Background: an optimization exercise with open tools, aiming at small area, a short achievable clock period and few clock cycles per item. Do not read the settings as production practice.
RTL that was checked went through simulation tests only; none was proved equivalent to the original.
No functional check of the RTL was part of runs 1 and 2.

==> flow/design.v (outline; a module is shown in full before it is edited, if it fits) <==
// module fadd_pre: 16 lines
// module fadd_pre_r: 19 lines
// module falign: 10 lines
// module flzc27: 11 lines
// module fadd_x: 38 lines
// module fadd_y: 29 lines
// module fnorm: 23 lines
// module fmul_p: 11 lines
// module fmul_r: 22 lines
// module lfo_pfast: 27 lines
// module lfo_walign: 9 lines
// module lfo_pslow: 44 lines
// module lfo_palign: 14 lines
// module mul24x24: 410 lines
// module lfo_cmul: 179 lines
// module lfo_idx: 35 lines
// module lfo_ss: 23 lines
// module lfo_sintab: 267 lines
// module lfo_tick: 424 lines
module lfo_tick (
    input  wire        clk,
    input  wire        rst,
    input  wire        cmd_valid,
    output wire        cmd_ready,
    input  wire [1:0]  cmd_op,
    input  wire [31:0] cmd_arg,
    input  wire [31:0] cmd_x0,
    input  wire [31:0] cmd_x1,
    output reg         res_valid,
    output reg  [31:0] res_y0,
    output reg  [31:0] res_y1,
    output reg  [31:0] res_mult,
    output reg  [31:0] res_sins,
    output reg  [31:0] res_phase
);
  // ...
==> flow/flow/run.sh <==
#!/bin/bash
set -euo pipefail
MARGIN=$(cat flow/margin.txt)
bash standard.sh SETUP_SLACK_MARGIN=$MARGIN finish > layout.log 2>&1
==> flow/flow/margin.txt <==
17.7
==> flow/standard.sh <==
#!/bin/bash
# synth_recipe.tcl (not shown) runs the flow's synth.tcl, then flattens the netlist and writes it again
# the make line also repeats each setting of config.mk as NAME=value (left out here)
make -C /OpenROAD-flow-scripts/flow DESIGN_CONFIG=/design/flow/config.mk WORK_HOME=/design/flow/orfs CLKGATE_MAP_FILE= SYNTH_SCRIPT=/design/flow/synth_recipe.tcl "${@:-finish}"
==> flow/config.mk <==
export PLATFORM = sky130hd
export DESIGN_NAME = lfo_tick
export DESIGN_NICKNAME = lfo_tick
export VERILOG_FILES = /design/flow/design.v
export SDC_FILE = /design/flow/constraint.sdc
export NUM_CORES = 8
export LEC_CHECK = 0
export ABC_AREA = 1
export CAP_MARGIN = 20
export CORE_MARGIN = 2
export CORE_UTILIZATION = 30
export SLEW_MARGIN = 20
export SYNTH_MEMORY_MAX_BITS = 65536
==> flow/constraint.sdc <==
create_clock -name core_clock -period 24.0 [get_ports {clk}]
set_input_delay 4.8000 -clock core_clock [delete_from_list [all_inputs] [get_ports {clk}]]
set_output_delay 4.8000 -clock core_clock [all_outputs]
set_load 0.01 [all_outputs]
==> results.json, run 1 <==
{
  "grt_max_degree": 65,
  "drtPass1Iterations": 8,
  "grt_use_met2_pct": 36.5,
  "syn_to_final_growth_pct": 20.5,
  "yosysSeqAreaShare_pct": 26.7,
  "period_minus_slack_ns": 6.49,
  "track_usage_pct": 22.2,
  "synthArstFlopShare_pct": 0,
  "top_layer_used": "met5",
  "core-area_um2": 482000,
  "synth-seq-cells": 1882,
  "yosys-top-cells-area": "dfxtp_1 25%, fa_1 12%, nand2_1 8.7%",
  "synthAdderAreaFrac_pct": 18.8,
  "pre_cts_ws_ns": 15.42,
  "status": "finished clean",
  "worst_pin_slew_ns": 1.21,
  "syn_inst": 19400,
  "crit_path_start_kind": "register",
  "yosysMostFrequentCell": "nand2_1",
  "diodes": 28,
  "synth_warnings": 5,
  "setup-tns-final_ns": 0,
  "layout_common_cells": "3199 x nand2_1, 2670 x inv_1, 1708 x dfxtp_1",
  "crit_path_end_kind": "output pin",
  "cts-resized-gates": 1468,
  "wl_met2_um": 262000,
  "critPathRequiredTime_ns": 19.20,
  "hold_start": "x15[11]",
  "drc": 0,
  "die_h_um": 699,
  "reg_top3": "gp4 x48, y0p8 x48, y1p8 x48",
  "well_tap_count": 6425,
  "r2r_end": "y1p8[44]",
  "endpoint": "cmd_ready",
  "clockBufferDepth": 4
}
==> module lfo_tick, before the edit <==
module lfo_tick (
    input  wire        clk,
    input  wire        rst,
    input  wire        cmd_valid,
    output wire        cmd_ready,
    input  wire [1:0]  cmd_op,
    input  wire [31:0] cmd_arg,
    input  wire [31:0] cmd_x0,
    input  wire [31:0] cmd_x1,
    output reg         res_valid,
    output reg  [31:0] res_y0,
    output reg  [31:0] res_y1,
    output reg  [31:0] res_mult,
    output reg  [31:0] res_sins,
    output reg  [31:0] res_phase
);
    localparam [1:0] OP_TICK  = 2'd0;
    localparam [1:0] OP_PINC  = 2'd1;
    localparam [1:0] OP_PHASE = 2'd2;
    localparam [31:0] ONE_F      = 32'h3F800000;
    localparam [30:0] TWO_PI_M   = 31'h40C90FDB;
    localparam [31:0] QNAN       = 32'h7FC00000;
    localparam [2:0] P_IDLE = 3'd0;    
    localparam [2:0] P_SB   = 3'd1;    
    localparam [2:0] P_WA   = 3'd2;    
    localparam [2:0] P_WB   = 3'd3;    
    localparam [2:0] P_AL   = 3'd4;    
    reg  [2:0]  pst;
    reg         rdy;
    reg         cv;
    reg  [1:0]  c_op;
    reg  [31:0] c_arg, c_x0, c_x1;
    assign cmd_ready = rdy;
    wire acc = cmd_valid & rdy;
    wire go  = cv & (pst == P_IDLE);
    wire go_tick = go & (c_op == OP_TICK);
    reg  [2:0]  pst_n;
    wire cv_n = acc | (cv & ~go);
    always @(posedge clk) begin
        if (rdy) begin
            c_op  <= cmd_op;
            c_arg <= cmd_arg;
            c_x0  <= cmd_x0;
            c_x1  <= cmd_x1;
        end
        if (rst) begin
            cv  <= 1'b0;
            rdy <= 1'b1;
        end else begin
            cv  <= cv_n;
            rdy <= ~cv_n | (pst_n == P_IDLE);
        end
    end
    reg  [31:0] phase, pinc;
    reg  [25:0] par;       
    reg         pst_k;     
    reg         pswp;      
    reg         pok;       
    wire [31:0] pf_y;
    wire [1:0]  pf_k;
    wire        pf_ge, pf_ovf;
    lfo_pfast u_pf (.a(phase), .ar(par), .st(pst_k), .y(pf_y), .k(pf_k), .ge(pf_ge), .ovf(pf_ovf));
    wire [27:0] pa_s;
    wire [7:0]  pa_el;
    wire        pa_sg, pa_sub, pa_nan, pa_inf, pa_infs, pa_zs;
    lfo_pslow u_pa (.p(phase), .q(pinc), .ar(par), .st(pst_k), .pswp(pswp), .wrap(pst == P_WA),
                    .s(pa_s), .lz(), .el(pa_el), .sg(pa_sg), .sub(pa_sub), .nan(pa_nan),
                    .inf(pa_inf), .infs(pa_infs), .zs(pa_zs));
    reg  [27:0] sv_s;
    reg  [7:0]  sv_el;
    reg         sv_sg, sv_sub, sv_nan, sv_inf, sv_infs, sv_zs;
    always @(posedge clk) begin
        sv_s    <= pa_s;
        sv_el   <= pa_el;
        sv_sg   <= pa_sg;
        sv_sub  <= pa_sub;
        sv_nan  <= pa_nan;
        sv_inf  <= pa_inf;
        sv_infs <= pa_infs;
        sv_zs   <= pa_zs;
    end
    wire [4:0]  sv_lz;
    flzc27 u_plz (.s(sv_s[26:0]), .lz(sv_lz));
    wire [31:0] ps_y;
    fadd_y u_ps (.s(sv_s), .lz(sv_lz), .el(sv_el), .sg(sv_sg), .sub(sv_sub), .nan(sv_nan),
                 .inf(sv_inf), .infs(sv_infs), .zs(sv_zs), .y(ps_y));
    wire ps_ge = ~ps_y[31] & (ps_y[30:0] >= TWO_PI_M) & ~((&ps_y[30:23]) & (|ps_y[22:0]));
    wire [25:0] al_ar;
    wire        al_st, al_swp, al_ok;
    lfo_palign u_al (.p(phase), .q(pinc), .ar(al_ar), .st(al_st), .pswp(al_swp), .ok(al_ok));
    reg [31:0] phase_n, pinc_n;
    always @(*) begin
        pst_n   = pst;
        phase_n = phase;
        pinc_n  = pinc;
        case (pst)
            P_IDLE: begin
                if (cv) begin
                    case (c_op)
                        OP_TICK: begin
                            if (pok) begin
                                phase_n = pf_y;
                                pst_n   = pf_ge ? P_WA : P_IDLE;
                            end else begin
                                pst_n   = P_SB;
                            end
                        end
                        OP_PINC: begin
                            pinc_n = c_arg;
                            pst_n  = P_AL;
                        end
                        OP_PHASE: begin
                            phase_n = c_arg;
                            pst_n   = P_AL;
                        end
                        default: ;
                    endcase
                end
            end
            P_SB: begin
                phase_n = ps_y;
                pst_n   = ps_ge ? P_WA : P_AL;
            end
            P_WA: pst_n = P_WB;
            P_WB: begin
                phase_n = ps_y;
                pst_n   = P_AL;
            end
            default: pst_n = P_IDLE;
        endcase
    end
    wire [25:0] par_k = (pf_k == 2'd0) ? par :
                        (pf_k == 2'd1) ? {1'b0, par[25:1]} : {2'b00, par[25:2]};
    wire        pst_kk = pst_k | ((pf_k != 2'd0) & par[0]) | ((pf_k == 2'd2) & par[1]);
    always @(posedge clk) begin
        if (rst) begin
            pst   <= P_IDLE;
            phase <= 32'h00000000;
            pinc  <= 32'h00000000;
            pok   <= 1'b1;
            pswp  <= 1'b0;
            par   <= 26'd0;
            pst_k <= 1'b0;
        end else begin
            pst   <= pst_n;
            phase <= phase_n;
            pinc  <= pinc_n;
            if (pst == P_AL) begin
                par   <= al_ar;
                pst_k <= al_st;
                pswp  <= al_swp;
                pok   <= al_ok;
            end else if (go_tick & pok) begin
                par   <= par_k;
                pst_k <= pst_kk;
                pok   <= ~pf_ovf;
            end
        end
    end
    reg [31:0] h1, h2, h3, h4, h5, h6, h7;
    always @(posedge clk) begin
        h1 <= phase;
        h2 <= h1;
        h3 <= h2;
        h4 <= h3;
        h5 <= h4;
        h6 <= h5;
        h7 <= h6;
    end
    reg v1, v2, v3, v4, v5, v6, v7, v8;
    always @(posedge clk) begin
        if (rst) begin
            v1 <= 1'b0; v2 <= 1'b0; v3 <= 1'b0; v4 <= 1'b0;
            v5 <= 1'b0; v6 <= 1'b0; v7 <= 1'b0; v8 <= 1'b0;
            res_valid <= 1'b0;
        end else begin
            v1 <= go_tick; v2 <= v1; v3 <= v2; v4 <= v3;
            v5 <= v4; v6 <= v5; v7 <= v6; v8 <= v7;
            res_valid <= v8;
        end
    end
    reg s1, s2, s3, s4, s5, s6, s7, s8;
    reg r1, r2, r3, r4, r5, r6, r7, r8;
    wire        ph_nz = |phase[30:23];
    wire [47:0] prod;
    lfo_cmul u_cm (.a({ph_nz, phase[22:0]}), .p(prod));
    reg [25:0] pr1;
    reg        lz1, sg1, sp1;
    reg [7:0]  e1;
    reg [31:0] g1, x01, x11;
    always @(posedge clk) begin
        pr1 <= prod[47:22];
        lz1 <= ~(|phase[21:0]);           
        e1  <= {phase[30:24], phase[23] | ~ph_nz};
        sg1 <= phase[31];
        sp1 <= &phase[30:23];
        g1  <= c_arg;
        x01 <= c_x0;
        x11 <= c_x1;
        s1  <= ~pok;
        r1  <= pok & pf_ge;
    end
    wire [9:0] n_w;
    wire       bad_w;
    lfo_idx u_idx (.pr(pr1), .lz(lz1), .e(e1), .sgn(sg1), .spec(sp1), .n(n_w), .bad(bad_w));
    wire       oswp_w;
    wire [4:0] odd_w;
    fadd_pre u_op (.a(ONE_F), .b({~g1[31], g1[30:0]}), .swp(oswp_w), .dd(odd_w));
    reg [9:0]  n2;
    reg        sg2, bad2, oswp2;
    reg [4:0]  odd2;
    reg [31:0] g2, x02, x12;
    always @(posedge clk) begin
        n2    <= n_w;
        sg2   <= sg1;
        bad2  <= bad_w;
        oswp2 <= oswp_w;
        odd2  <= odd_w;
        g2    <= g1;
        x02   <= x01;
        x12   <= x11;
        s2    <= s1;
        r2    <= r1 | ((pst == P_SB) & ps_ge);
    end
    wire [31:0] ss_w;
    lfo_ss u_ss (.n(n2), .sgn(sg2), .bad(bad2), .ss(ss_w));
    wire [27:0] oa_s;
    wire [4:0]  oa_lz;
    wire [7:0]  oa_el;
    wire        oa_sg, oa_sub, oa_nan, oa_inf, oa_infs, oa_zs;
    fadd_x u_oa (.a(ONE_F), .b({~g2[31], g2[30:0]}), .swp(oswp2), .dd(odd2), .s(oa_s), .lz(oa_lz),
                 .el(oa_el), .sg(oa_sg), .sub(oa_sub), .nan(oa_nan), .inf(oa_inf), .infs(oa_infs),
                 .zs(oa_zs));
    wire signed [9:0] ge_w;
    wire [23:0] gm_w;
    wire        gnan_w, ginf_w, gzero_w;
    fnorm u_gn (.a(g2), .e(ge_w), .m(gm_w), .nan(gnan_w), .inf(ginf_w), .zero(gzero_w));
    reg [31:0] ss3, x03, x13;
    reg [27:0] oa_s3;
    reg [4:0]  oa_lz3;
    reg [7:0]  oa_el3;
    reg        oa_sg3, oa_sub3, oa_nan3, oa_inf3, oa_infs3, oa_zs3;
    reg signed [9:0] ge3;
    reg [23:0] gm3;
    reg        gs3, gnan3, ginf3, gzero3;
    always @(posedge clk) begin
        ss3      <= ss_w;
        x03      <= x02;
        x13      <= x12;
        oa_s3    <= oa_s;
        oa_lz3   <= oa_lz;
        oa_el3   <= oa_el;
        oa_sg3   <= oa_sg;
        oa_sub3  <= oa_sub;
        oa_nan3  <= oa_nan;
        oa_inf3  <= oa_inf;
        oa_infs3 <= oa_infs;
        oa_zs3   <= oa_zs;
        ge3      <= ge_w;
        gm3      <= gm_w;
        gs3      <= g2[31];
        gnan3    <= gnan_w;
        ginf3    <= ginf_w;
        gzero3   <= gzero_w;
        s3       <= s2;
        r3       <= r2;
    end
    wire [47:0]        gp_w;
    wire signed [10:0] ge0_w;
    fmul_p u_gp (.ea(ge3), .ma(gm3), .eb({2'b00, ss3[30:23]}), .mb({1'b1, ss3[22:0]}),
                 .p(gp_w), .e0(ge0_w));
    wire ss_nan  = &ss3[30:23];
    wire ss_zero = ~(|ss3[30:0]);
    wire [31:0] omg_w;
    fadd_y u_of (.s(oa_s3), .lz(oa_lz3), .el(oa_el3), .sg(oa_sg3), .sub(oa_sub3), .nan(oa_nan3),
                 .inf(oa_inf3), .infs(oa_infs3), .zs(oa_zs3), .y(omg_w));
    reg [47:0]        gp4;
    reg signed [10:0] ge04;
    reg               gsg4, gqn4, gin4, gzr4;
    reg [31:0]        ss4, omg4, x04, x14;
    always @(posedge clk) begin
        gp4  <= gp_w;
        ge04 <= ge0_w;
        gsg4 <= gs3;
        gqn4 <= gnan3 | ss_nan | (ginf3 & ss_zero);
        gin4 <= ginf3;
        gzr4 <= gzero3 | ss_zero;
        ss4  <= ss3;
        omg4 <= omg_w;
        x04  <= x03;
        x14  <= x13;
        s4   <= s3;
        r4   <= r3;
    end
    wire [31:0] gsr_w;
    wire [30:0] gs_pre;
    wire        gs_rnd, gs_ovf;
    fmul_r u_gr (.s(gsg4), .p(gp4), .e0(ge04), .y(gsr_w), .pre(gs_pre), .rnd(gs_rnd), .ovf(gs_ovf));
    wire [31:0] gs_w = gqn4 ? QNAN :
                       gin4 ? {gsg4, 8'hFF, 23'd0} :
                       gzr4 ? {gsg4, 31'd0} :
                       gsr_w;
    wire       mswp_w;
    wire [4:0] mdd_w;
    fadd_pre_r u_mp (.a(omg4), .pre(gs_pre), .rnd(gs_rnd), .spec(gqn4 | gin4 | gzr4 | gs_ovf),
                     .swp(mswp_w), .dd(mdd_w));
    reg [31:0] gs5, omg5, ss5, x05, x15;
    reg        mswp5;
    reg [4:0]  mdd5;
    always @(posedge clk) begin
        gs5   <= gs_w;
        omg5  <= omg4;
        mswp5 <= mswp_w;
        mdd5  <= mdd_w;
        ss5   <= ss4;
        x05   <= x04;
        x15   <= x14;
        s5    <= s4;
        r5    <= r4;
    end
    wire [27:0] ma_s;
    wire [4:0]  ma_lz;
    wire [7:0]  ma_el;
    wire        ma_sg, ma_sub, ma_nan, ma_inf, ma_infs, ma_zs;
    fadd_x u_ma (.a(omg5), .b(gs5), .swp(mswp5), .dd(mdd5), .s(ma_s), .lz(ma_lz), .el(ma_el),
                 .sg(ma_sg), .sub(ma_sub), .nan(ma_nan), .inf(ma_inf), .infs(ma_infs), .zs(ma_zs));
    reg [27:0] ma_s6;
    reg [4:0]  ma_lz6;
    reg [7:0]  ma_el6;
    reg        ma_sg6, ma_sub6, ma_nan6, ma_inf6, ma_infs6, ma_zs6;
    reg [31:0] ss6, x06, x16;
    always @(posedge clk) begin
        ma_s6    <= ma_s;
        ma_lz6   <= ma_lz;
        ma_el6   <= ma_el;
        ma_sg6   <= ma_sg;
        ma_sub6  <= ma_sub;
        ma_nan6  <= ma_nan;
        ma_inf6  <= ma_inf;
        ma_infs6 <= ma_infs;
        ma_zs6   <= ma_zs;
        ss6      <= ss5;
        x06      <= x05;
        x16      <= x15;
        s6       <= s5;
        r6       <= r5;
    end
    wire [31:0] m_w;
    fadd_y u_mf (.s(ma_s6), .lz(ma_lz6), .el(ma_el6), .sg(ma_sg6), .sub(ma_sub6), .nan(ma_nan6),
                 .inf(ma_inf6), .infs(ma_infs6), .zs(ma_zs6), .y(m_w));
    wire signed [9:0] x0e_w, x1e_w;
    wire [23:0] x0m_w, x1m_w;
    wire        x0nan_w, x0inf_w, x0zero_w, x1nan_w, x1inf_w, x1zero_w;
    fnorm u_x0n (.a(x06), .e(x0e_w), .m(x0m_w), .nan(x0nan_w), .inf(x0inf_w), .zero(x0zero_w));
    fnorm u_x1n (.a(x16), .e(x1e_w), .m(x1m_w), .nan(x1nan_w), .inf(x1inf_w), .zero(x1zero_w));
    reg [31:0] m7, ss7;
    reg signed [9:0] x0e7, x1e7;
    reg [23:0] x0m7, x1m7;
    reg        x0s7, x1s7, x0nan7, x0inf7, x0zero7, x1nan7, x1inf7, x1zero7;
    always @(posedge clk) begin
        m7      <= m_w;
        ss7     <= ss6;
        x0e7    <= x0e_w;
        x1e7    <= x1e_w;
        x0m7    <= x0m_w;
        x1m7    <= x1m_w;
        x0s7    <= x06[31];
        x1s7    <= x16[31];
        x0nan7  <= x0nan_w;
        x0inf7  <= x0inf_w;
        x0zero7 <= x0zero_w;
        x1nan7  <= x1nan_w;
        x1inf7  <= x1inf_w;
        x1zero7 <= x1zero_w;
        s7      <= s6;
        r7      <= r6;
    end
    wire m_nan  = (&m7[30:23]) & (|m7[22:0]);
    wire m_inf  = (&m7[30:23]) & ~(|m7[22:0]);
    wire m_zero = ~(|m7[30:0]);
    wire [47:0]        y0p_w, y1p_w;
    wire signed [10:0] y0e_w, y1e_w;
    fmul_p u_y0p (.ea(x0e7), .ma(x0m7), .eb({2'b00, m7[30:23]}), .mb({1'b1, m7[22:0]}),
                  .p(y0p_w), .e0(y0e_w));
    fmul_p u_y1p (.ea(x1e7), .ma(x1m7), .eb({2'b00, m7[30:23]}), .mb({1'b1, m7[22:0]}),
                  .p(y1p_w), .e0(y1e_w));
    reg [47:0]        y0p8, y1p8;
    reg signed [10:0] y0e8, y1e8;
    reg               y0s8, y1s8, y0qn8, y1qn8, y0in8, y1in8, y0zr8, y1zr8;
    reg [31:0]        m8, ss8;
    always @(posedge clk) begin
        y0p8  <= y0p_w;
        y1p8  <= y1p_w;
        y0e8  <= y0e_w;
        y1e8  <= y1e_w;
        y0s8  <= x0s7 ^ m7[31];
        y1s8  <= x1s7 ^ m7[31];
        y0qn8 <= x0nan7 | m_nan | (x0inf7 & m_zero) | (x0zero7 & m_inf);
        y1qn8 <= x1nan7 | m_nan | (x1inf7 & m_zero) | (x1zero7 & m_inf);
        y0in8 <= x0inf7 | m_inf;
        y1in8 <= x1inf7 | m_inf;
        y0zr8 <= x0zero7 | m_zero;
        y1zr8 <= x1zero7 | m_zero;
        m8    <= m7;
        ss8   <= ss7;
        s8    <= s7;
        r8    <= r7;
    end
    wire [31:0] y0r_w, y1r_w;
    fmul_r u_y0r (.s(y0s8), .p(y0p8), .e0(y0e8), .y(y0r_w), .pre(), .rnd(), .ovf());
    fmul_r u_y1r (.s(y1s8), .p(y1p8), .e0(y1e8), .y(y1r_w), .pre(), .rnd(), .ovf());
    always @(posedge clk) begin
        res_y0   <= y0qn8 ? QNAN : y0in8 ? {y0s8, 8'hFF, 23'd0} : y0zr8 ? {y0s8, 31'd0} : y0r_w;
        res_y1   <= y1qn8 ? QNAN : y1in8 ? {y1s8, 8'hFF, 23'd0} : y1zr8 ? {y1s8, 31'd0} : y1r_w;
        res_mult <= m8;
        res_sins <= ss8;
        case ({r8, s8})
            2'b00:   res_phase <= h7;
            2'b01:   res_phase <= h6;
            2'b10:   res_phase <= h5;
            default: res_phase <= h4;
        endcase
    end
endmodule
==> run 2: changes to the inputs <==
--- a/flow/design.v
+++ b/flow/design.v
@@ -1210,6 +1210,7 @@
     localparam [2:0] P_IDLE = 3'd0;    
-    localparam [2:0] P_SB   = 3'd1;    
-    localparam [2:0] P_WA   = 3'd2;    
-    localparam [2:0] P_WB   = 3'd3;    
-    localparam [2:0] P_AL   = 3'd4;    
+    localparam [2:0] P_WAIT = 3'd1;    
+    localparam [2:0] P_G1   = 3'd2;    
+    localparam [2:0] P_G2   = 3'd3;    
+    localparam [2:0] P_G3   = 3'd4;    
+    localparam [2:0] P_AL   = 3'd5;    
     reg  [2:0]  pst;
@@ -1249,27 +1250,5 @@
     lfo_pfast u_pf (.a(phase), .ar(par), .st(pst_k), .y(pf_y), .k(pf_k), .ge(pf_ge), .ovf(pf_ovf));
-    wire [27:0] pa_s;
-    wire [7:0]  pa_el;
-    wire        pa_sg, pa_sub, pa_nan, pa_inf, pa_infs, pa_zs;
-    lfo_pslow u_pa (.p(phase), .q(pinc), .ar(par), .st(pst_k), .pswp(pswp), .wrap(pst == P_WA),
-                    .s(pa_s), .lz(), .el(pa_el), .sg(pa_sg), .sub(pa_sub), .nan(pa_nan),
-                    .inf(pa_inf), .infs(pa_infs), .zs(pa_zs));
-    reg  [27:0] sv_s;
-    reg  [7:0]  sv_el;
-    reg         sv_sg, sv_sub, sv_nan, sv_inf, sv_infs, sv_zs;
-    always @(posedge clk) begin
-        sv_s    <= pa_s;
-        sv_el   <= pa_el;
-        sv_sg   <= pa_sg;
-        sv_sub  <= pa_sub;
-        sv_nan  <= pa_nan;
-        sv_inf  <= pa_inf;
-        sv_infs <= pa_infs;
-        sv_zs   <= pa_zs;
-    end
-    wire [4:0]  sv_lz;
-    flzc27 u_plz (.s(sv_s[26:0]), .lz(sv_lz));
-    wire [31:0] ps_y;
-    fadd_y u_ps (.s(sv_s), .lz(sv_lz), .el(sv_el), .sg(sv_sg), .sub(sv_sub), .nan(sv_nan),
-                 .inf(sv_inf), .infs(sv_infs), .zs(sv_zs), .y(ps_y));
-    wire ps_ge = ~ps_y[31] & (ps_y[30:0] >= TWO_PI_M) & ~((&ps_y[30:23]) & (|ps_y[22:0]));
+    reg         pwr;
+    wire [31:0] omg_w;
+    wire ps_ge = ~omg_w[31] & (omg_w[30:0] >= TWO_PI_M) & ~((&omg_w[30:23]) & (|omg_w[22:0]));
     wire [25:0] al_ar;
@@ -1289,5 +1268,5 @@
                                 phase_n = pf_y;
-                                pst_n   = pf_ge ? P_WA : P_IDLE;
+                                pst_n   = pf_ge ? P_WAIT : P_IDLE;
                             end else begin
-                                pst_n   = P_SB;
+                                pst_n   = P_WAIT;
                             end
@@ -1306,10 +1285,8 @@
             end
-            P_SB: begin
-                phase_n = ps_y;
-                pst_n   = ps_ge ? P_WA : P_AL;
-            end
-            P_WA: pst_n = P_WB;
-            P_WB: begin
-                phase_n = ps_y;
-                pst_n   = P_AL;
+            P_WAIT: pst_n = P_G1;
+            P_G1:   pst_n = P_G2;
+            P_G2:   pst_n = P_G3;
+            P_G3: begin
+                phase_n = omg_w;
+                pst_n   = (~pwr & ps_ge) ? P_G1 : P_AL;
             end
@@ -1330,3 +1307,8 @@
             pst_k <= 1'b0;
+            pwr   <= 1'b0;
         end else begin
+            if (go_tick)
+                pwr <= pok;                        
+            else if (pst == P_G3)
+                pwr <= 1'b1;
             pst   <= pst_n;
@@ -1394,3 +1376,7 @@
     wire [4:0] odd_w;
-    fadd_pre u_op (.a(ONE_F), .b({~g1[31], g1[30:0]}), .swp(oswp_w), .dd(odd_w));
+    wire       bor1 = (pst == P_G1);
+    wire [31:0] ob1 = pwr ? 32'hC0C90FDB : pinc;
+    wire [31:0] oa1 = bor1 ? phase : ONE_F;
+    wire [31:0] nb1 = bor1 ? {~ob1[31], ob1[30:0]} : g1;      
+    fadd_pre u_op (.a(oa1), .b({~nb1[31], nb1[30:0]}), .swp(oswp_w), .dd(odd_w));
     reg [9:0]  n2;
@@ -1405,3 +1391,3 @@
         odd2  <= odd_w;
-        g2    <= g1;
+        g2    <= nb1;
         x02   <= x01;
@@ -1409,3 +1395,3 @@
         s2    <= s1;
-        r2    <= r1 | ((pst == P_SB) & ps_ge);
+        r2    <= r1;
     end
@@ -1417,3 +1403,3 @@
     wire        oa_sg, oa_sub, oa_nan, oa_inf, oa_infs, oa_zs;
-    fadd_x u_oa (.a(ONE_F), .b({~g2[31], g2[30:0]}), .swp(oswp2), .dd(odd2), .s(oa_s), .lz(oa_lz),
+    fadd_x u_oa (.a((pst == P_G2) ? phase : ONE_F), .b({~g2[31], g2[30:0]}), .swp(oswp2), .dd(odd2), .s(oa_s), .lz(oa_lz),
                  .el(oa_el), .sg(oa_sg), .sub(oa_sub), .nan(oa_nan), .inf(oa_inf), .infs(oa_infs),
@@ -1460,3 +1446,2 @@
     wire ss_zero = ~(|ss3[30:0]);
-    wire [31:0] omg_w;
     fadd_y u_of (.s(oa_s3), .lz(oa_lz3), .el(oa_el3), .sg(oa_sg3), .sub(oa_sub3), .nan(oa_nan3),
@@ -1505,3 +1490,3 @@
         s5    <= s4;
-        r5    <= r4;
+        r5    <= r4 | ((pst == P_G3) & ~pwr & ps_ge);
     end
@@ -1605,5 +1590,4 @@
             2'b00:   res_phase <= h7;
-            2'b01:   res_phase <= h6;
-            2'b10:   res_phase <= h5;
-            default: res_phase <= h4;
+            2'b11:   res_phase <= phase;
+            default: res_phase <= h3;
         endcase
==> results.json, run 2 <==
{
  "status": "finished clean",
  "drtIter0Drc": 13900,
  "fin_area_um2": 163000,
  "endpoint": "res_valid",
  "final_nets": 21100,
  "place_area_um2": 151000,
  "track_usage_pct": 22.4,
  "r2r_end": "y0p8[46]",
  "reg2reg_slack_ns": 17.82,
  "globalRouteOverflowTotal": 0,
  "yosysSeqAreaShare_pct": 26.7,
  "drv_cap": 0,
  "die_h_um": 692,
  "vias": 136000,
  "crit_path_end_kind": "output pin",
  "synthTopCellsByCount": "3761 x nand2_1, 2578 x inv_1, 1746 x dfxtp_1",
  "cts_tree": "yes",
  "drc": 0,
  "slowest_delay_ns": 0.40,
  "drtPass1Iterations": 8,
  "worstSetupPathType": "register to output pin",
  "cts_hold_buf": 0,
  "path_buf_inv": 1,
  "h-tree-depth": 4,
  "antenna_found_initial": 40,
  "grt_pass1_vias": 129000,
  "gp_congestion": 1.00,
  "cp.arrival_ns": 1.49,
  "yosysTopAreaCell": "dfxtp_1",
  "final_common_cell": "nand2_1",
  "hp-class": "register to register",
  "cts_root_buf": "clkbuf_16",
  "r2r_cells": 23,
  "period_minus_slack_ns": 6.29,
  "grt_pass1_wl_um": 825000,
  "grt_max_degree": 113,
  "regToRegStartpoint": "m7[13]",
  "synth_edf_count": 98,
  "startpoint": "res_valid",
  "die_area_um2": 479000,
  "fin_skew_ns": 0.0942,
  "clockBufferDepth": 4,
  "reg_top3": "gp4 x48, y0p8 x48, y1p8 x48",
  "start_util_pct": 30.1,
  "portBuffers": 261,
  "fmax_mhz": 159,
  "core-area_um2": 471000,
  "yosys-top-cells-area": "dfxtp_1 25%, fa_1 13%, nand2_1 9.9%",
  "crit_slowest_cell": "dfxtp_4",
  "wl_um": 566000,
  "syn_avg_cell_area_um2": 7.37,
  "clk_latency_ns": 0.97,
  "setup-tns-final_ns": 0,
  "setup_viol": 0,
  "post-route-period-util_pct": 26.2,
  "crit_path_start_kind": "register",
  "syn_inst": 19300,
  "cts_sinks": 1844,
  "ant_nets": 0,
  "rsz0062_at_grt": "yes",
  "cts_made_buffers": 204,
  "syn_to_final_growth_pct": 14.6,
  "hold_viol": 0,
  "dieWidth_um": 692,
  "yosysMostFrequentCell": "nand2_1",
  "synth_warnings": 5,
  "synth_area_um2": 142000,
  "worst_pin_slew_ns": 1.06,
  "synthArstFlopShare_pct": 0,
  "worst-path-stages": 1,
  "synth_flop_cell": "dfxtp_1",
  "crit_family": "flip-flops",
  "routedWlPerCell_um": 21.9,
  "std_cell_rows": 252,
  "synth_top_cell_area_share_pct": 24.6,
  "layout_common_cells": "3697 x nand2_1, 2525 x inv_1, 1678 x dfxtp_1",
  "dp.final_hpwl_um": 420000,
  "synth-seq-cells": 1844,
  "synthDistinctLibCells": 86,
  "slew_headroom_pct": 28.6,
  "cts.clk_slew.worst_paths_ns": 0.06,
  "slew_viol_final": 0,
  "io_pins": 263,
  "layout-drive-gt1-share_pct": 9.04,
  "critPathRequiredTime_ns": 19.20,
  "worstPathCellList": "buf_6",
  "via_per_inst": 5.27,
  "worstPathMaxFanout": 1
}
[run 2: changes by cell type in the layout (fill, tap and decap cells not counted), sizes merged, moves of 39 or more]
cell   before   now
nand2    3410  3804
nand3     710  1205
inv      2920  2685
a31oi     152   113
buf       990   590
nor2     1438  1391
a21oi     919   976
nand4     275   226
o21ai    1752  1382
xor2     1145  1082
[run 2: cell type report]
class / count / area [µm²]
fill: 49700 / 309000
multi-input combinational: 13800 / 92100
sequential: 1844 / 38100
inverter: 2736 / 10700
tap: 6223 / 7790
timing repair buffer: 749 / 6820
clock buffer: 265 / 5790
clock inverter: 109 / 1350
timing repair inverter: 16 / 106
antenna: 23 / 57.6
[run 2: worst min-delay path by stage]
stage / startpoint / end / cells after the start
6_report: h5[20] / h6[20] / 0
5_1_grt: h5[20] / h6[20] / 0
4_1_cts: h5[20] / h6[20] / 0
3_5_place_dp: h1[20] / h2[20] / 0
3_3_place_gp: x04[31] / x05[31] / 0
2_1_floorplan: gs3 / gsg4 / 0
[run 2: cell families after synthesis]
kind of cell	synth area share, %
buf+inv	9.90
mux	0.299
xor+xnor	7.49
simple gates	21.0
flops	26.7
compound gates	15.7
fa+ha+maj	18.9
other cells	0.00264
[run 2: what timing repair did]
action / 4_1_cts / 5_1_grt
gates cloned: 20 / 28
endpoints found under the setup margin: 350 / 182
pin swaps: 21 / 69
gates resized for setup: 993 / 483
buffers inserted: 74 / 162
[run 2: layer usage]
layer | GRT usage (%) | up-vias | share of wire, %
met5 | 0 | - | 0.056
met4 | 11.5 | 24 | 6.2
met3 | 4.20 | 1571 | 8.8
met2 | 36.1 | 6599 | 45
met1 | 28.4 | 64300 | 40
li1 | - | 63400 | -
[run 2: through the flow]
step / util (%) / hold slack, ns / setup WS [ns] / std cells
final: 34.5 / 0.250 / 17.71 / 25800
after floorplan: - / 0.310 / 17.71 / 19300
after global placement: 31.9 / 0.310 / 16.12 / 25100
after detailed placement: 31.9 / 0.312 / 16.12 / 25100
after global routing: 34.5 / 0.275 / 17.59 / 25800
after CTS: 33.8 / 0.249 / 17.63 / 25600
==> module lfo_palign, before the edit <==
module lfo_palign (
    input  wire [31:0] p,
    input  wire [31:0] q,
    output wire [25:0] ar,
    output wire        st,
    output wire        pswp,
    output wire        ok
);
    wire [4:0] dd;
    fadd_pre u_pre (.a(p), .b(q), .swp(pswp), .dd(dd));
    wire [23:0] mr = pswp ? {|p[30:23], p[22:0]} : {|q[30:23], q[22:0]};
    falign u_al (.m(mr), .d(dd), .ar(ar), .st(st));
    assign ok = ~pswp & (p[31] == q[31]) & ~(&p[30:23]) & ~(&q[30:23]);
endmodule
==> run 3: changes to the inputs <==
--- a/flow/design.v
+++ b/flow/design.v
@@ -271,3 +271,3 @@
     falign u_al (.m(mr), .d(dd), .ar(ar), .st(st));
-    assign ok = ~pswp & (p[31] == q[31]) & ~(&p[30:23]) & ~(&q[30:23]);
+    assign ok = (p[31] == q[31]) & ~(&p[30:23]) & ~(&q[30:23]);
 endmodule
@@ -1249,3 +1249,3 @@
     wire        pf_ge, pf_ovf;
-    lfo_pfast u_pf (.a(phase), .ar(par), .st(pst_k), .y(pf_y), .k(pf_k), .ge(pf_ge), .ovf(pf_ovf));
+    lfo_pfast u_pf (.a(pswp ? pinc : phase), .ar(par), .st(pst_k), .y(pf_y), .k(pf_k), .ge(pf_ge), .ovf(pf_ovf));
     reg         pwr;
@@ -1255,3 +1255,6 @@
     wire        al_st, al_swp, al_ok;
-    lfo_palign u_al (.p(phase), .q(pinc), .ar(al_ar), .st(al_st), .pswp(al_swp), .ok(al_ok));
+    wire go_pinc  = go & (c_op == OP_PINC);
+    wire go_phase = go & (c_op == OP_PHASE);
+    lfo_palign u_al (.p(go_phase ? c_arg : phase), .q(go_pinc ? c_arg : pinc), .ar(al_ar), .st(al_st),
+                     .pswp(al_swp), .ok(al_ok));
     reg [31:0] phase_n, pinc_n;
@@ -1268,3 +1271,3 @@
                                 phase_n = pf_y;
-                                pst_n   = pf_ge ? P_WAIT : P_IDLE;
+                                pst_n   = pf_ge ? P_WAIT : (pswp ? P_AL : P_IDLE);
                             end else begin
@@ -1273,10 +1276,4 @@
                         end
-                        OP_PINC: begin
-                            pinc_n = c_arg;
-                            pst_n  = P_AL;
-                        end
-                        OP_PHASE: begin
-                            phase_n = c_arg;
-                            pst_n   = P_AL;
-                        end
+                        OP_PINC:  pinc_n  = c_arg;
+                        OP_PHASE: phase_n = c_arg;
                         default: ;
@@ -1316,3 +1313,3 @@
             pinc  <= pinc_n;
-            if (pst == P_AL) begin
+            if ((pst == P_AL) | go_pinc | go_phase) begin
                 par   <= al_ar;
==> results.json, run 3 <==
{
  "status": "finished clean",
  "clockBufferDepth": 4,
  "cts_sinks": 1845,
  "cts_made_buffers": 207,
  "die_h_um": 691,
  "portBuffers": 261,
  "synth_flop_cell": "dfxtp_1",
  "crit_family": "flip-flops",
  "wl_um": 550000,
  "layout_common_cells": "3534 x nand2_1, 2537 x inv_1, 1682 x dfxtp_1",
  "synthArstFlopShare_pct": 0,
  "grt_max_degree": 96,
  "post-route-util_pct": 34.9,
  "cts.clk_slew.worst_paths_ns": 0.06,
  "core-area_um2": 471000,
  "syn_to_final_growth_pct": 15.9,
  "slew_viol_final": 0,
  "fmax_mhz": 159,
  "slowest_delay_ns": 0.40,
  "synth-seq-cells": 1845,
  "drv_cap": 0,
  "fin_area_um2": 164000,
  "drc": 0,
  "synth_area_um2": 142000,
  "vias": 136000,
  "cts_tree": "yes",
  "yosysTopAreaCell": "dfxtp_1",
  "synthTopCellsByCount": "3620 x nand2_1, 2613 x inv_1, 1747 x dfxtp_1",
  "std_cell_rows": 252,
  "dp.final_hpwl_um": 400000,
  "worstPathMaxFanout": 2,
  "period_minus_slack_ns": 6.30,
  "fin_skew_ns": 0.149,
  "yosysMostFrequentCell": "nand2_1",
  "reg2reg_slack_ns": 17.74,
  "grt_pass1_vias": 129000,
  "hold_viol": 0,
  "gp_congestion": 1.04,
  "synthDistinctLibCells": 92,
  "slew_headroom_pct": 21.2,
  "placed_cells": 25000,
  "place_area_um2": 150000,
  "rsz0062_at_grt": "yes",
  "crit_slowest_cell": "dfxtp_4",
  "reg_top3": "gp4 x48, y0p8 x48, y1p8 x48",
  "via_per_inst": 5.29,
  "crit_path_end_kind": "output pin",
  "worstPathCellList": "buf_6",
  "layout-drive-gt1-share_pct": 10.4,
  "yosysSeqAreaShare_pct": 26.8,
  "synth_edf_count": 98,
  "pre_cts_ws_ns": 15.18,
  "hp-class": "register to register",
  "holdWs_ns": 0.245,
  "track_usage_pct": 21.7,
  "die_area_um2": 478000,
  "routedWlPerCell_um": 21.4,
  "h-tree-depth": 4,
  "worstSetupPathType": "register to output pin",
  "syn_avg_cell_area_um2": 7.41,
  "instances_no_fill": 25700,
  "fin_ws_ns": 17.70,
  "dieWidth_um": 691,
  "drtPass1Iterations": 7,
  "drtIter0Drc": 15400,
  "ant_nets": 0,
  "yosys-top-cells-area": "dfxtp_1 25%, fa_1 13%, nand2_1 9.6%",
  "synth_top_cell_area_share_pct": 24.7,
  "globalRouteOverflowTotal": 0,
  "start_util_pct": 30.1,
  "grt_pass1_wl_um": 809000,
  "post-route-period-util_pct": 26.3,
  "crit_path_start_kind": "register",
  "final_common_cell": "nand2_1",
  "path_buf_inv": 1,
  "cts_root_buf": "clkbuf_16",
  "setup_viol": 0,
  "io_pins": 263,
  "critPathRequiredTime_ns": 19.20,
  "worst_pin_slew_ns": 1.17,
  "antenna_found_initial": 28,
  "clk_latency_ns": 1.01,
  "syn_inst": 19100,
  "setup-tns-final_ns": 0,
  "final_nets": 21000,
  "cp.arrival_ns": 1.50,
  "cts_hold_buf": 0,
  "synth_warnings": 5
}
## run 3: worst paths after layout
check              endpoint  cells past startpoint    from
setup / recovery  cmd_ready                      1     rdy
hold / removal       h7[13]                      0  h6[13]
setup reg to reg      pst_k                     47  pst[1]
hold reg to reg      h7[13]                      0  h6[13]
## run 3: kinds of logic (layout without fill, tap and decap cells)
group / count (synthesis) / in the layout / synth area share, %
other: 1 / 14 / 0.00265
adder cells (fa/ha/maj): 1609 / 1609 / 18.9
buffers and inverters: 3659 / 3987 / 9.93
multiplexers: 59 / 59 / 0.426
flip-flops: 1845 / 1845 / 26.8
XOR/XNOR: 1203 / 1203 / 7.44
AND/OR/NAND/NOR: 6752 / 6765 / 20.2
AO/OA/AOI/OAI: 3996 / 4001 / 16.3
## run 3: what timing repair did
item | 4_1_cts | 5_1_grt
pin swaps | 30 | 182
resized for setup | 1048 | 706
endpoints found under the setup margin | 361 | 194
gates cloned | 23 | 41
hold endpoints to repair | 0 | 0
setup buffers | 78 | 215
## run 3: metal layers
| metal | GRT usage (%) | vias up | share of wire, % |
|---|---|---|---|
| li1 | - | 63300 | - |
| met1 | 28.1 | 64400 | 41 |
| met2 | 34.1 | 6767 | 44 |
| met3 | 4.52 | 1611 | 9.3 |
| met4 | 11.1 | 22 | 6.1 |
| met5 | 0.0500 | - | 0.027 |
## run 3: area by class of cell
type	count	area (µm²)
diodes	13	32.5
repair buffers	824	7590
clock inverters	119	1520
clock buffers	262	5720
flip-flops and latches	1845	38100
multi-input cells	13600	92700
repair inverters	19	116
fillers	49800	307000
inverters	2763	10800
well taps	6223	7790
Testbench counts of run 3, summed over its fixed seeds: cycles 4,250, items 4,096.
==> run 4: changes to the inputs <==
==> flow/flow/run.sh (replaced) <==
#!/bin/bash
set -euo pipefail
MARGIN=$(cat flow/margin.txt)
EXTRA=""
if [[ -f flow/extra.txt ]]; then EXTRA=$(cat flow/extra.txt); fi
bash standard.sh SETUP_SLACK_MARGIN=$MARGIN $EXTRA finish > layout.log 2>&1
==> flow/flow/extra.txt (new file) <==
REMOVE_ABC_BUFFERS=1
==> results.json, run 4 <==
{
  "dieWidth_um": 691,
  "die_area_um2": 478000,
  "reg2reg_slack_ns": 17.83,
  "setup_viol": 0,
  "crit_path_start_kind": "register",
  "hp-class": "register to register",
  "gp_congestion": 1.03,
  "grt_pass1_vias": 129000,
  "r2r_cells": 21,
  "synthArstFlopShare_pct": 0,
  "antenna_found_initial": 33,
  "drtPass1Iterations": 7,
  "hold-path-cell-count": 0,
  "wl_um": 568000,
  "setup-tns-final_ns": 0,
  "drv_cap": 0,
  "crit_family": "flip-flops",
  "fin_skew_ns": 0.0914,
  "slew_headroom_pct": 24.9,
  "io_pins": 263,
  "grt_pass1_wl_um": 825000,
  "routedWlPerCell_um": 22.1,
  "synth_area_um2": 142000,
  "crit_path_end_kind": "output pin",
  "grt_max_degree": 95,
  "core-area_um2": 471000,
  "ant_nets": 0,
  "worstPathMaxFanout": 1,
  "period_minus_slack_ns": 6.29,
  "track_usage_pct": 22.3,
  "yosysMostFrequentCell": "nand2_1",
  "layout_common_cells": "3529 x nand2_1, 2539 x inv_1, 1669 x dfxtp_1",
  "rsz0062_at_grt": "yes",
  "worst-path-stages": 1,
  "worstSetupPathType": "register to output pin",
  "synthDistinctLibCells": 92,
  "final_common_cell": "nand2_1",
  "yosys-top-cells-area": "dfxtp_1 25%, fa_1 13%, nand2_1 9.6%",
  "hold_viol": 0,
  "worst_pin_slew_ns": 1.12,
  "status": "finished clean",
  "drc": 0,
  "layout-drive-gt1-share_pct": 10.9,
  "cts_root_buf": "clkbuf_16",
  "cts_hold_buf": 0,
  "synth_flop_cell": "dfxtp_1",
  "cts_tree": "yes",
  "n_fill_cell": 49700,
  "vias": 137000,
  "die_h_um": 691,
  "post-route-period-util_pct": 26.2,
  "synth-seq-cells": 1845,
  "synthTopCellsByCount": "3620 x nand2_1, 2613 x inv_1, 1747 x dfxtp_1",
  "hold_start": "x03[31]",
  "cts_made_buffers": 209,
  "synth_warnings": 5,
  "reg_top3": "gp4 x48, y0p8 x48, y1p8 x48",
  "syn_inst": 19100,
  "cts_sinks": 1845,
  "synth_top_cell_area_share_pct": 24.7,
  "via_per_inst": 5.31,
  "synth_edf_count": 98,
  "critPathRequiredTime_ns": 19.20,
  "syn_to_final_growth_pct": 16.4,
  "cts.clk_slew.worst_paths_ns": 0.07,
  "portBuffers": 261,
  "regToRegStartpoint": "m7[7]",
  "clk_latency_ns": 0.97,
  "slew_viol_final": 0,
  "cp.arrival_ns": 1.49,
  "drtIter0Drc": 14000,
  "globalRouteOverflowTotal": 0,
  "worstPathCellList": "buf_6",
  "slowest_delay_ns": 0.44,
  "post-route-util_pct": 35.0,
  "r2r_end": "y0p8[47]",
  "yosysTopAreaCell": "dfxtp_1",
  "path_buf_inv": 1,
  "yosysSeqAreaShare_pct": 26.8,
  "final_nets": 21000,
  "syn_avg_cell_area_um2": 7.41,
  "h-tree-depth": 4,
  "dp.final_hpwl_um": 412000,
  "start_util_pct": 30.1,
  "worstHoldEndpoint": "x04[31]",
  "fmax_mhz": 159,
  "crit_slowest_cell": "dfxtp_4",
  "clockBufferDepth": 4,
  "std_cell_rows": 252
}
## run 4: worst max-delay path by stage
stage | startpoint | endpoint | slack (ns)
final | res_phase[25] | res_phase[25] | 17.71
after global placement | pst[0] | pst_k | 15.35
after global routing | oa_el3[0] | rdy | 17.60
after detailed placement | n2[0] | ss3[25] | 15.61
after CTS | res_y0[31] | res_y0[31] | 17.63
after floorplan | n2[0] | ss3[25] | 14.06
## run 4: cell families after synthesis
family	after synthesis	share of synthesized area, %
AO/OA/AOI/OAI	3996	16.3
XOR/XNOR	1203	7.44
adder cells (fa/ha/maj)	1609	18.9
buffers and inverters	3659	9.93
flip-flops	1845	26.8
multiplexers	59	0.426
other	1	0.00265
AND/OR/NAND/NOR	6752	20.2
## run 4: per-layer routing
metal | GRT usage [%] | routed length (µm) | vias to the layer above
li1 | - | - | 63300
met1 | 28.2 | 224000 | 64700
met2 | 36.0 | 254000 | 6898
met3 | 4.25 | 52900 | 1778
met4 | 12.1 | 36600 | 14
met5 | 0 | 83 | -
## run 4: final cells by class
type / count / area, µm² / share of cell area, %
Multi-Input combinational cell: 13600 / 92900 / 56.3
Sequential cell: 1845 / 38100 / 23.1
Inverter: 2763 / 10700 / 6.51
Timing Repair Buffer: 850 / 8060 / 4.89
Tap cell: 6223 / 7790 / 4.72
Clock buffer: 265 / 5890 / 3.57
Clock inverter: 119 / 1400 / 0.846
Timing Repair inverter: 18 / 108 / 0.0652
Antenna cell: 16 / 40.0 / 0.0243
## run 4: repair_timing
item	4_1_cts	5_1_grt
hold endpoints to repair	0	0
resized for setup	1173	655
setup buffers	76	231
gates cloned	31	41
setup endpoints to repair	359	179
pin swaps	28	148
## run 4: worst reg2reg max path: cells and delay by family, from the launching register on
family / cells / cell delay, ns
buffers and inverters: 5 / 0.93
flip-flops: 1 / 0.38
AO/OA/AOI/OAI: 8 / 1.60
adder cells (fa/ha/maj): 6 / 2.87
AND/OR/NAND/NOR: 1 / 0.10
XOR/XNOR: 1 / 0.17
## run 4: metrics by stage
step | setup WS (ns) | hold slack (ns) | instance area, µm² | cells
after global placement | 15.35 | 0.310 | 150000 | 25000
after floorplan | 14.06 | 0.310 | 138000 | 18200
after global routing | 17.60 | 0.301 | 165000 | 25700
final | 17.71 | 0.300 | 165000 | 25700
after CTS | 17.63 | 0.291 | 160000 | 25400
after detailed placement | 15.61 | 0.312 | 150000 | 25000
==> run 5: changes to the inputs <==
==> flow/flow/margin.txt (replaced) <==
17.3
removed: flow/flow/extra.txt
==> results.json, run 5 <==
{
  "hp-class": "register to register",
  "fin_area_um2": 161000,
  "rsz0062_at_grt": "yes",
  "yosysSeqAreaShare_pct": 26.8,
  "vias": 134000,
  "setup_viol": 0,
  "crit_family": "buffers and inverters",
  "fmax_mhz": 151,
  "yosysTopAreaCell": "dfxtp_1",
  "core-area_um2": 471000,
  "io_pins": 263,
  "clockBufferDepth": 4,
  "die_h_um": 691,
  "place_area_um2": 150000,
  "layout-drive-gt1-share_pct": 7.17,
  "drc": 0,
  "wl_um": 541000,
  "globalRouteOverflowTotal": 0,
  "syn_avg_cell_area_um2": 7.41,
  "yosys-top-cells-area": "dfxtp_1 25%, fa_1 13%, nand2_1 9.6%",
  "crit_path_start_kind": "register",
  "fin_skew_ns": 0.116,
  "portBuffers": 261,
  "cts.clk_slew.worst_paths_ns": 0.06,
  "yosysMostFrequentCell": "nand2_1",
  "track_usage_pct": 21.6,
  "drv_cap": 0,
  "synthDistinctLibCells": 92,
  "worst_pin_slew_ns": 1.12,
  "cts_sinks": 1845,
  "die_area_um2": 478000,
  "synthArstFlopShare_pct": 0,
  "setup-tns-final_ns": 0,
  "hold_viol": 0,
  "slowest_delay_ns": 0.54,
  "cp.arrival_ns": 1.83,
  "syn_to_final_growth_pct": 13.4,
  "final_common_cell": "nand2_1",
  "post-route-util_pct": 34.1,
  "std_cell_rows": 252,
  "clk_latency_ns": 1.00,
  "synth_warnings": 5,
  "drtIter0Drc": 13600,
  "slew_headroom_pct": 25.3,
  "dp.final_hpwl_um": 402000,
  "grt_pass1_wl_um": 805000,
  "cts_hold_buf": 0,
  "gp_congestion": 1.02,
  "reg_top3": "gp4 x48, y0p8 x48, y1p8 x48",
  "worstPathCellList": "clkdlybuf4s50_1",
  "synth_area_um2": 142000,
  "post-route-period-util_pct": 27.6,
  "worstSetupPathType": "register to output pin",
  "start_util_pct": 30.1,
  "h-tree-depth": 4,
  "grt_pass1_vias": 129000,
  "layout_common_cells": "3578 x nand2_1, 2575 x inv_1, 1713 x dfxtp_1",
  "cts_tree": "yes",
  "final_nets": 20800,
  "critPathRequiredTime_ns": 19.20,
  "drtPass1Iterations": 8,
  "slew_viol_final": 0,
  "via_per_inst": 5.26,
  "synth_flop_cell": "dfxtp_1",
  "antenna_found_initial": 43,
  "routedWlPerCell_um": 21.2,
  "period_minus_slack_ns": 6.63,
  "grt_max_degree": 94,
  "synth_top_cell_area_share_pct": 24.7,
  "crit_slowest_cell": "clkdlybuf4s50_1",
  "synth_edf_count": 98,
  "cts_root_buf": "clkbuf_16",
  "path_buf_inv": 1,
  "synthTopCellsByCount": "3620 x nand2_1, 2613 x inv_1, 1747 x dfxtp_1",
  "worstPathMaxFanout": 1,
  "status": "finished clean",
  "ant_nets": 0,
  "syn_inst": 19100,
  "synth-seq-cells": 1845,
  "cts_made_buffers": 206,
  "dieWidth_um": 691,
  "crit_path_end_kind": "output pin"
}
## run 5: cell types whose count changed in the layout (fill, tap and decap cells not counted), moves of 42 or more
cell | previous run | this run
nand2_1 | 3529 | 3578
buf_2 | 139 | 2
buf_4 | 447 | 311
ha_1 | 665 | 707
clkdlybuf4s50_1 | 99 | 240
dfxtp_1 | 1669 | 1713
## run 5: path summary, 6_finish.rpt
check / start / to / slack [ns] / cells past startpoint
setup / recovery: res_phase[1] / res_phase[1] / 17.37 / 1
hold / removal: x13[24] / x14[24] / 0.29 / 0
setup reg to reg: m7[11] / y0p8[47] / 17.57 / 22
hold reg to reg: x13[24] / x14[24] / 0.29 / 0
## run 5: layout make-up
cell class / instances / area [µm²]
fillers: 50000 / 310000
multi-input cells: 13600 / 91000
flip-flops and latches: 1845 / 38000
inverters: 2763 / 10600
well taps: 6223 / 7790
repair buffers: 639 / 6030
clock buffers: 270 / 5790
clock inverters: 111 / 1400
repair inverters: 10 / 66.3
diodes: 18 / 45.0
## run 5: cell families (layout without fill, tap and decap cells)
group	count (synthesis)	in the layout	share of synthesized area, %
adders and majority gates	1609	1609	18.9
and+or+nand+nor	6752	6759	20.2
xor gates and xnor gates	1203	1203	7.44
muxes	59	59	0.426
other	1	19	0.00265
buffers and inverters	3659	3793	9.93
DFF	1845	1845	26.8
AOI/OAI and AO/OA	3996	3997	16.3
## run 5: through the flow
| stage | worst slack, ns | std cells | hold slack (ns) |
|---|---|---|---|
| after floorplan | 17.56 | 19100 | 0.310 |
| after global placement | 14.91 | 24900 | 0.310 |
| after detailed placement | 15.19 | 24900 | 0.312 |
| after CTS | 17.18 | 25400 | 0.289 |
| after global routing | 17.04 | 25500 | 0.303 |
| final | 17.37 | 25500 | 0.292 |
## run 5: repair_timing
item	CTS	global route
endpoints found under the setup margin	185	152
gates resized for setup	229	360
endpoints found under the hold margin	0	0
buffers inserted	24	112
gates cloned	8	14
pin swaps	10	37
## run 5: worst reg2reg max path: cells and delay by family, from the launching register on
family          cells  cell delay, ns
simple gates        1            0.19
xor+xnor            2            0.40
buf+inv             4            0.77
fa+ha+maj           6            2.89
flops               1            0.33
compound gates      9            1.83
## run 5: layer usage
| metal | GRT usage [%] | wire [µm] |
|---|---|---|
| met5 | 0 | 149 |
| met4 | 11.0 | 31500 |
| met3 | 4.21 | 46300 |
| met2 | 34.6 | 241000 |
| met1 | 27.7 | 222000 |
==> run 6: changes to the inputs <==
==> flow/flow/margin.txt (replaced) <==
17.7
--- a/flow/config.mk
+++ b/flow/config.mk
@@ -11,2 +11,3 @@
 export CORE_UTILIZATION = 30
+export CTS_BUF_LIST = sky130_fd_sc_hd__clkbuf_8
 export SLEW_MARGIN = 20
==> results.json, run 6 <==
{
  "status": "finished clean",
  "die_area_um2": 478000,
  "seqCellArea_um2": 38200,
  "setup-tns-final_ns": 0,
  "setup_viol": 0,
  "post-route-period-util_pct": 27.3,
  "syn_avg_cell_area_um2": 7.41,
  "drc": 0,
  "slowest_delay_ns": 0.95,
  "worstSetupPathType": "register to register",
  "yosysTopAreaCell": "dfxtp_1",
  "final_nets": 21100,
  "start_util_pct": 30.1,
  "cp.arrival_ns": 7.56,
  "synth_top_cell_area_share_pct": 24.7,
  "n_fill_cell": 49700,
  "synthDistinctLibCells": 92,
  "syn_to_final_growth_pct": 16.0,
  "cts_sinks": 1845,
  "layout_common_cells": "3544 x nand2_1, 2621 x inv_1, 1594 x dfxtp_1",
  "synth_area_um2": 142000,
  "layout-drive-gt1-share_pct": 11.4,
  "hold_viol": 0,
  "critPathRequiredTime_ns": 25.00,
  "multiInputGateArea_um2": 92500,
  "worstPathMaxFanout": 9,
  "drtIter0Drc": 14800,
  "wl_um": 550000,
  "synth_flop_cell": "dfxtp_1",
  "io_pins": 263,
  "yosys-top-cells-area": "dfxtp_1 25%, fa_1 13%, nand2_1 9.6%",
  "clk_latency_ns": 1.21,
  "drv_cap": 0,
  "h-tree-depth": 5,
  "ant_nets": 0,
  "placed_cells": 25000,
  "grt_pass1_vias": 130000,
  "yosysSeqAreaShare_pct": 26.8,
  "cts_made_buffers": 318,
  "dp.final_hpwl_um": 400000,
  "cts.clk_slew.worst_paths_ns": 0.06,
  "synthArstFlopShare_pct": 0,
  "fmax_mhz": 152,
  "holdWs_ns": 0.199,
  "syn_inst": 19100,
  "synth_edf_count": 98,
  "cts_tree": "yes",
  "yosysMostFrequentCell": "nand2_1",
  "timing.critical_path.mode_cell": "nand3_1",
  "antenna_found_initial": 30,
  "clockBufferDepth": 4,
  "slew_viol_final": 0,
  "gp_congestion": 1.04,
  "grt_pass1_wl_um": 810000,
  "routedWlPerCell_um": 21.3,
  "die_h_um": 691,
  "worst_pin_slew_ns": 1.25,
  "track_usage_pct": 21.7,
  "globalRouteOverflowTotal": 0,
  "slew_headroom_pct": 15.9,
  "via_per_inst": 5.28,
  "drtPass1Iterations": 7,
  "rsz0062_at_grt": "yes",
  "core-area_um2": 471000,
  "synth-seq-cells": 1845,
  "synth_warnings": 5,
  "period_minus_slack_ns": 6.56,
  "vias": 137000,
  "crit_path_start_kind": "register",
  "reg_top3": "gp4 x48, y0p8 x48, y1p8 x48",
  "portBuffers": 261,
  "fin_skew_ns": 0.162,
  "std_cell_rows": 252,
  "dieWidth_um": 691,
  "crit_slowest_cell": "nor3_1",
  "hp-class": "register to register",
  "final_common_cell": "nand2_1",
  "crit_path_end_kind": "register",
  "synthTopCellsByCount": "3620 x nand2_1, 2613 x inv_1, 1747 x dfxtp_1",
  "grt_max_degree": 96,
  "instances_no_fill": 25900,
  "cts_root_buf": "clkbuf_8"
}
run 6: cell count changes in the layout (fill, tap and decap cells not counted), moves of 102 or more:
| cell | previous run | this run |
|---|---|---|
| clkdlybuf4s50_1 | 240 | 99 |
| clkbuf_8 | 36 | 385 |
| dfxtp_1 | 1713 | 1594 |
| buf_4 | 311 | 417 |
| clkbuf_16 | 211 | 19 |
| buf_6 | 19 | 148 |
| dfxtp_2 | 30 | 132 |
run 6: cell type report:
type,instances,area share [%]
repair buffers,806,4.81
clock inverters,189,1.12
clock buffers,384,3.22
repair inverters,21,0.0754
diodes,14,0.0213
inverters,2763,6.52
flip-flops and latches,1845,23.2
well taps,6223,4.74
multi-input cells,13600,56.3
run 6: logic make-up after synthesis:
kind of cell             after synthesis  share of synthesized area [%]
adder cells (fa/ha/maj)             1609                           18.9
AO/OA/AOI/OAI                       3996                           16.3
flip-flops                          1845                           26.8
other                                  1                        0.00265
AND/OR/NAND/NOR                     6752                           20.2
multiplexers                          59                          0.426
buffers and inverters               3659                           9.93
XOR/XNOR                            1203                           7.44
run 6: metrics by stage:
stage          util (%)  setup slack, ns  instance area [µm²]
4_1_cts            33.9            17.39               159000
3_5_place_dp       32.0            15.18               150000
6_report           34.9            17.44               164000
2_1_floorplan         -            17.71               142000
3_3_place_gp       32.0            15.18               150000
5_1_grt            34.9            17.34               164000
run 6: per-layer routing:
layer	routed length, µm	global-route usage (%)	share of wire (%)
met5	149	0.0400	0.027
met4	34400	11.5	6.2
met3	53600	4.79	9.7
met2	240000	33.8	44
met1	223000	27.9	40
run 6: worst paths after layout:
kind                start       to  depth (start not counted)  slack (ns)
hold reg to reg   x13[20]  x14[20]                          0        0.20
hold / removal    x13[20]  x14[20]                          0        0.20
setup reg to reg    n2[0]  ss3[25]                         30       17.44
setup / recovery    n2[0]  ss3[25]                         30       17.44
run 6: repair_timing:
action,CTS,global route
hold buffers,0,0
gates cloned,23,43
pin swaps,28,171
setup buffers,75,199
gates resized for setup,1206,739
setup endpoints to repair,363,345
run 6: critical path, delay by kind of cell (launching register included):
kind | cells | cell delay, ns
fa+ha+maj | 3 | 0.83
buf+inv | 4 | 0.74
simple gates | 17 | 3.26
flops | 1 | 0.37
xor+xnor | 1 | 0.16
compound gates | 5 | 1.10
==> run 7: changes to the inputs <==
--- a/flow/config.mk
+++ b/flow/config.mk
@@ -11,3 +11,4 @@
 export CORE_UTILIZATION = 30
-export CTS_BUF_LIST = sky130_fd_sc_hd__clkbuf_8
+export CTS_CLUSTER_DIAMETER = 80
+export CTS_CLUSTER_SIZE = 30
 export SLEW_MARGIN = 20
==> results.json, run 7 <==
{
  "status": "finished clean",
  "yosysSeqAreaShare_pct": 26.8,
  "die_area_um2": 478000,
  "gp_congestion": 1.04,
  "final_common_cell": "nand2_1",
  "fin_skew_ns": 0.119,
  "crit_slowest_cell": "dfxtp_4",
  "cts_tree": "yes",
  "synthTopCellsByCount": "3620 x nand2_1, 2613 x inv_1, 1747 x dfxtp_1",
  "drtIter0Drc": 14700,
  "synthArstFlopShare_pct": 0,
  "portBuffers": 261,
  "cts_sinks": 1845,
  "hp-class": "register to register",
  "drtPass1Iterations": 9,
  "setup-tns-final_ns": 0,
  "synth_edf_count": 98,
  "crit_path_start_kind": "register",
  "slew_headroom_pct": 18.6,
  "synth_flop_cell": "dfxtp_1",
  "via_per_inst": 5.30,
  "hold_viol": 0,
  "routedWlPerCell_um": 21.4,
  "track_usage_pct": 21.5,
  "start_util_pct": 30.1,
  "clockBufferDepth": 4,
  "worst-path-stages": 1,
  "cts_made_buffers": 124,
  "io_pins": 263,
  "synthDistinctLibCells": 92,
  "endpoint": "cmd_ready",
  "r2r_end": "pst_k",
  "fmax_mhz": 158,
  "slew_viol_final": 0,
  "worstPathCellList": "buf_6",
  "grt_pass1_vias": 128000,
  "path_buf_inv": 1,
  "n_fill_cell": 49900,
  "drc": 0,
  "r2r_cells": 46,
  "clk_latency_ns": 0.98,
  "yosys-top-cells-area": "dfxtp_1 25%, fa_1 13%, nand2_1 9.6%",
  "dieWidth_um": 691,
  "std_cell_rows": 252,
  "critPathRequiredTime_ns": 19.20,
  "period_minus_slack_ns": 6.32,
  "grt_max_degree": 96,
  "layout_common_cells": "3532 x nand2_1, 2540 x inv_1, 1655 x dfxtp_1",
  "layout-drive-gt1-share_pct": 9.97,
  "dp.final_hpwl_um": 400000,
  "synth_top_cell_area_share_pct": 24.7,
  "crit_family": "flip-flops",
  "synth_warnings": 5,
  "holdWs_ns": 0.259,
  "post-route-period-util_pct": 26.3,
  "regToRegStartpoint": "pst[0]",
  "vias": 135000,
  "cts.clk_slew.worst_paths_ns": 0.10,
  "antenna_found_initial": 31,
  "ant_nets": 0,
  "yosysTopAreaCell": "dfxtp_1",
  "worstSetupPathType": "register to output pin",
  "syn_avg_cell_area_um2": 7.41,
  "final_nets": 20900,
  "synth-seq-cells": 1845,
  "worstPathMaxFanout": 2,
  "rsz0062_at_grt": "yes",
  "grt_pass1_wl_um": 803000,
  "drv_cap": 0,
  "worst_pin_slew_ns": 1.21,
  "setup_viol": 0,
  "cts_hold_buf": 0,
  "syn_inst": 19100,
  "cts_root_buf": "clkbuf_16",
  "fin_ws_ns": 17.68,
  "yosysMostFrequentCell": "nand2_1",
  "cp.arrival_ns": 1.52,
  "startpoint": "rdy",
  "crit_path_end_kind": "output pin",
  "slowest_delay_ns": 0.42,
  "globalRouteOverflowTotal": 0,
  "reg_top3": "gp4 x48, y0p8 x48, y1p8 x48",
  "wl_um": 545000,
  "reg2reg_slack_ns": 17.75,
  "synth_area_um2": 142000,
  "h-tree-depth": 3,
  "pre_cts_ws_ns": 15.18,
  "die_h_um": 691,
  "syn_to_final_growth_pct": 14.2,
  "core-area_um2": 471000
}
==> run 7: metrics by stage <==
step	area [µm²]	std cells	utilization, %
after floorplan	142000	19100	-
after detailed placement	150000	25000	32.0
after global placement	150000	25000	32.0
final	162000	25500	34.4
after global routing	162000	25500	34.4
after CTS	157000	25300	33.4
==> run 7: worst min path at each step <==
| stage | end | cells past startpoint | startpoint |
|---|---|---|---|
| 2_1_floorplan | gsg4 | 0 | gs3 |
| 3_3_place_gp | h6[25] | 0 | h5[25] |
| 3_5_place_dp | h6[26] | 0 | h5[26] |
| 4_1_cts | h6[3] | 0 | h5[3] |
| 5_1_grt | h6[3] | 0 | h5[3] |
| 6_report | h6[3] | 0 | h5[3] |
==> run 7: routing by layer <==
metal | wire [µm] | global-route usage, % | share of wire, %
met5 | 136 | 0.0500 | 0.025
met4 | 32300 | 11.1 | 5.9
met3 | 50400 | 4.32 | 9.2
met2 | 239000 | 33.7 | 44
met1 | 223000 | 28.0 | 41
==> run 7: kinds of logic (layout without fill, tap and decap cells) <==
logic type | count (synthesis) | count (layout) | share of synthesized area [%]
AOI/OAI and AO/OA | 3996 | 4001 | 16.3
xor gates and xnor gates | 1203 | 1203 | 7.44
adders and majority gates | 1609 | 1609 | 18.9
buffers and inverters | 3659 | 3807 | 9.93
DFF | 1845 | 1845 | 26.8
muxes | 59 | 59 | 0.426
other | 1 | 16 | 0.00265
and+or+nand+nor | 6752 | 6768 | 20.2
==> run 7: layout make-up <==
type / count / area (µm²) / share of cell area [%]
antenna: 15 / 37.5 / 0.0232
clock inverter: 83 / 1670 / 1.03
sequential: 1845 / 38100 / 23.5
clock buffer: 133 / 3140 / 1.94
tap: 6223 / 7790 / 4.81
timing repair buffer: 811 / 7450 / 4.60
inverter: 2763 / 10700 / 6.63
timing repair inverter: 17 / 100 / 0.0619
multi-input combinational: 13600 / 92800 / 57.4
==> run 7: timing repair <==
action	in CTS	in global routing
endpoints found under the hold margin	0	0
setup endpoints to repair	363	188
gates resized for setup	1138	739
buffers inserted	84	196
gates cloned	25	40
pin swaps	32	172

## static timing again, ports no longer ideal
Ports are ideal in the flow. The routed layouts listed here were re-timed in OpenROAD. Step 1, drivers: a clkbuf_16 drives clk and a buf_2 each remaining input, both assumed. Step 2 moves the port delays by t, midway between the first and last clock arrival at a register: inputs arrive t later, outputs are due t later. That takes back most of the time a late clock gives input paths. Three values: ideal ports, drivers, drivers and shift; two values: the first two.
run | t (ns) | setup WS [ns] | hold slack, ns | worst setup path at the end
run 1 | 1.020 | 17.508 / 17.403 / 17.531 | 0.292 / 0.292 / 0.292 | input to register
run 2 | 1.044 | 17.712 / 17.587 / 17.070 | 0.250 / 0.250 / 0.250 | input to register
run 3 | 1.062 | 17.696 / 17.567 / 17.430 | 0.245 / 0.245 / 0.245 | input to register
run 4 | 1.043 | 17.707 / 17.587 / 17.412 | 0.300 / 0.300 / 0.300 | input to register
run 5 | 1.056 | 17.374 / 17.249 / 17.568 | 0.292 / 0.292 / 0.292 | register to register
run 6 | 1.242 | 17.442 / 17.354 / 17.442 | 0.199 / 0.199 / 0.199 | register to register
run 7 | 1.054 | 17.678 / 17.550 / 17.455 | 0.259 / 0.259 / 0.259 | input to register
After both steps setup and hold are still met in every run listed. For run 2, which loses most, drivers alone change the setup slack by -0.125 ns; drivers and shift together by -0.642 ns.
